This design comes from an exercise in tuning for a short achievable clock period and few clock cycles on the open sky130 flow, not from production work.

==> build 66: inputs <==
==> flow/design.v (excerpt) <==
module gencp_ack_checker (
    input  wire         clk,
    input  wire         rst,
    input  wire         start,
    input  wire [7:0]   op,
    input  wire [15:0]  rid,
    input  wire [15:0]  cap,
    input  wire [15:0]  rxlen,
    input  wire [703:0] pkt,
    output wire         done,
    output reg  [1:0]   rc,
    output reg  [11:0]  kind,
    output reg  [15:0]  erid,
    output reg  [3:0]   step,
    output reg  [2:0]   reason,
    output reg          warn,
    output reg  [63:0]  val,
    output reg  [511:0] dout,
    output reg  [15:0]  olen,
    output reg  [15:0]  adv
);
==> flow/config.mk <==
export PLATFORM = sky130hd
export DESIGN_NAME = gencp_ack_checker
export DESIGN_NICKNAME = gencp_ack_checker
export VERILOG_FILES = /design/flow/design.v
export SDC_FILE = /design/flow/constraint.sdc
export NUM_CORES = 4
export LEC_CHECK = 0
export CAP_MARGIN = 20
export CORE_AREA = 5 5 395 395
export DIE_AREA = 0 0 400 400
export SLEW_MARGIN = 20
==> flow/constraint.sdc <==
create_clock -name core_clock -period 20.0 [get_ports {clk}]
set_input_delay 4.0000 -clock core_clock [delete_from_list [all_inputs] [get_ports {clk}]]
set_output_delay 4.0000 -clock core_clock [all_outputs]
set_load 0.01 [all_outputs]
standard.sh (not shown) runs the stock make flow with config.mk's settings and CLKGATE_MAP_FILE= SYNTH_SCRIPT=/design/flow/synth_recipe.tcl, a recipe that flattens the netlist after the stock synthesis.
==> flow/flow/run.sh <==
#!/bin/bash
set -euo pipefail
MARGIN=14
bash standard.sh SETUP_SLACK_MARGIN=$MARGIN ADDER_MAP_FILE= MATCH_CELL_FOOTPRINT=0 TNS_END_PERCENT=10 BUFFER_PORTS_ARGS="-buffer_cell sky130_fd_sc_hd__buf_8" PLACE_PINS_ARGS="-min_distance 1 -min_distance_in_tracks" finish > standard.log 2>&1
==> build 82: changes against build 66 <==
--- a/flow/design.v
+++ b/flow/design.v
@@ -273,32 +273,28 @@
     wire [15:0] tc42 = {tc42_m[14:0], tc42_m[15]};
     wire [15:0] ts43 = ts41 ^ tc42 ^ ts42;
     wire [15:0] tc43_m = (ts41 & tc42) | (ts41 & ts42) | (tc42 & ts42);
     wire [15:0] tc43 = {tc43_m[14:0], tc43_m[15]};
     wire warn_v = op_val_wr & ~too_long & ~too_short & ~pre_bad & rid_mm;
-    reg        det;
+    reg        det0;
     reg [1:0]  e_rc;
     reg [3:0]  e_step;
     reg [2:0]  e_reason;
     always @(*) begin
-        det = 1'b1; e_rc = RC_ERR; e_step = 4'd0; e_reason = 3'd0;
+        det0 = 1'b1; e_rc = RC_ERR; e_step = 4'd0; e_reason = 3'd0;
         if (!op_legal) begin
             e_rc = RC_REFUSED; e_reason = RSN_ILLEGAL_OP;
         end else if (too_long) begin
             e_rc = RC_REFUSED; e_reason = RSN_RX_RANGE;
         end else if (too_short) begin
             e_step = 4'd0;
         end else if (pre_bad) begin
             e_step = 4'd1;
         end else if (rid_mm & is_read) begin
             e_step = 4'd2;
-        end else if (!ccd_ok) begin
-            e_step = 4'd3;
-        end else if (!len_ok) begin
-            e_step = 4'd4;
         end else begin
-            det = 1'b0;
+            det0 = 1'b0;
         end
     end
     wire [3:0] sc_width = (op == 8'h41) ? 4'd2 :
                           ((op == 8'h42) || (op == 8'h44)) ? 4'd4 : 4'd8;
     wire       cmd_bad  = (f_cmd != (is_read ? CMD_RD_ACK : CMD_WR_ACK));
@@ -337,42 +333,43 @@
     generate
         for (gj = 0; gj < 64; gj = gj + 1) begin : g_bm
             assign bmask[gj] = inc[16+gj] & ((|cap[15:6]) | (cap[5:0] > gj));
         end
     endgenerate
-    wire pass_a = ~det & ~scd_bad;    
-    wire a_b_ok = pass_a & a_b;
-    wire a_sc_ok = pass_a & a_sc;
+    wire nd_rest = op_legal & ~too_long & ~too_short & ~pre_bad &
+                   ~(rid_mm & is_read) & len_ok;
+    wire a_b_ok  = nd_rest & a_b;
+    wire a_sc_ok = nd_rest & a_sc;
+    wire zt_en   = ccd_ok & ~scd_bad;
     reg         q_done;
     reg  [1:0]  qa_rc,   qb_rc;
     reg  [11:0] qa_kind, qb_kind;
     reg  [3:0]  qa_step, qb_step;
     reg  [15:0] qa_erid, qb_erid;
     reg  [2:0]  q_reason;
     reg         q_warn;
     reg  [63:0] qa_val;
     reg  [511:0] qa_dout;
     reg  [15:0] qa_olen, qa_adv;
-    reg  [15:0] q_row0;
-    reg  [15:0] q_row1;
+    reg  [15:0] q_zt, q_zz, q_zo;
     integer j;
     always @(posedge clk) begin
         if (rst)
             q_done <= 1'b0;
         else
             q_done <= start;
         q_reason <= e_reason;
         q_warn   <= warn_v;
-        if (det) begin
+        if (det0) begin
             qa_rc <= e_rc; qa_kind <= (e_rc == RC_ERR) ? CODE_INVALID_PARAMETER : 12'd0;
             qa_step <= e_step; qa_erid <= (e_rc == RC_ERR) ? rid : 16'd0;
             qb_rc <= e_rc; qb_kind <= (e_rc == RC_ERR) ? CODE_INVALID_PARAMETER : 12'd0;
             qb_step <= e_step; qb_erid <= (e_rc == RC_ERR) ? rid : 16'd0;
         end else begin
             qb_rc <= RC_ERR; qb_kind <= CODE_INVALID_PARAMETER;
-            qb_step <= 4'd4; qb_erid <= rid;
-            if (scd_bad) begin
+            qb_step <= ccd_ok ? 4'd4 : 4'd3; qb_erid <= rid;
+            if (!len_ok) begin
                 qa_rc <= RC_ERR; qa_kind <= CODE_INVALID_PARAMETER;
                 qa_step <= 4'd4; qa_erid <= rid;
             end else begin
                 qa_rc   <= a_err ? RC_ERR : ((a_b & trunc) ? RC_TRUNC : RC_OK);
                 qa_kind <= a_kind;
@@ -383,15 +380,16 @@
         qa_val  <= a_sc_ok ? sc_val : 64'd0;
         for (j = 0; j < 64; j = j + 1)
             qa_dout[8*j +: 8] <= (a_b_ok & bmask[j]) ? pkt[8*(16+j) +: 8] : 8'h00;
         qa_olen <= a_b_ok ? {9'd0, m7} : 16'd0;
         qa_adv  <= a_b_ok ? f_scdlen : 16'd0;
-        q_row0 <= tc43;
-        q_row1 <= ts43;
+        q_zt <= (tc43 ^ ts43) & {15'h7FFF, zt_en};
+        q_zz <= ~(tc43 | ts43) & {15'h7FFF, zt_en};
+        q_zo <= (tc43 & ts43) & {15'h7FFF, zt_en};
     end
     assign done = q_done;
-    wire zm = zmod(q_row0, q_row1);
+    wire zm = (&q_zt) | (&q_zz) | (&q_zo);
     always @(*) begin
         rc     = zm ? qa_rc   : qb_rc;
         kind   = zm ? qa_kind : qb_kind;
         step   = zm ? qa_step : qb_step;
         erid   = zm ? qa_erid : qb_erid;
==> flow/flow/run.sh (replaced) <==
#!/bin/bash
set -euo pipefail
MARGIN=14
bash standard.sh SETUP_SLACK_MARGIN=$MARGIN ADDER_MAP_FILE= MATCH_CELL_FOOTPRINT=0 TNS_END_PERCENT=100 BUFFER_PORTS_ARGS="-buffer_cell sky130_fd_sc_hd__buf_8" PLACE_PINS_ARGS="-min_distance 1 -min_distance_in_tracks" finish > standard.log 2>&1
==> flow_summary.toml <==
[status]
status = "timing/DRC/antenna clean"

[global_route]
use_met3_pct = 20.5

[setup_path]
cp.arrival_ns = 8.58
setup.worst_path.start_class = "input pin"
worstPathMaxFanout = 19
crit_chain = "buf_16, buf_4, clkinv_1, buf_4, mux4_2, a21oi_2, o21ai_0, maj3_1, xor2_1, xnor2_1, xnor2_1, xnor2_1, maj3_1, xor3_1, maj3_1"

[power]
swShare_pct = 45.0
p_seq_share_pct = 12.4
clockPowerShare_pct = 11.9

[final_layout]
multi_input_area_share_pct = 49.8
That was build 66.
==> flow_summary.toml <==
[status]
haltStage = "5_1_grt"
first-error = "[ERROR GRT-0116] Global routing finished with congestion. Check the congestion regions in the DRC Viewer."
status = "aborted with a tool error"

[global_route]
met1_usage_pct = 59.9
use_met3_pct = 30.8
grt_max_degree = 36

[yosys]
synthTopCellsByCount = "dfxtp_1, nor2b_1, and2_1, maj3_1, xnor2_1"
synth_most_common_cell = "dfxtp_1"
synthAdderAreaFrac_pct = 11.3
synthArstFlopShare_pct = 0

[clock_tree]
cts.path.max_buffers = 3

[floorplan]
io_pins = 1410
That was build 82.
No functional check of the RTL was part of any run of this note.

-- what the ideal ports hide --
How much do the figures lean on ideal ports? The routed layout below was timed once more, with nothing changed but the port constraints.
Step 1 assumes that a clkbuf_16 drives the clock port and a buf_2 every other input.
Step 2 also shifts input and output timing later by t, the mid clock arrival at the registers, as if the neighbouring blocks saw the same clock.
Slacks: ideal ports / drivers / drivers and shift; pairs: ideal ports / drivers.
run: build 66
shift t [ns]: 0.804
setup WS [ns]: 12.020 / 11.850 / 11.045
latest minus earliest clock arrival (ns): 0.055 / 0.055
worst register clock-pin slew, ns: 0.07 / 0.07
pins driven straight from the clock port: 1
After both steps setup and hold are still met in build 66. The setup slack of build 66 moves by -0.170 ns with the drivers and by -0.975 ns with both steps.
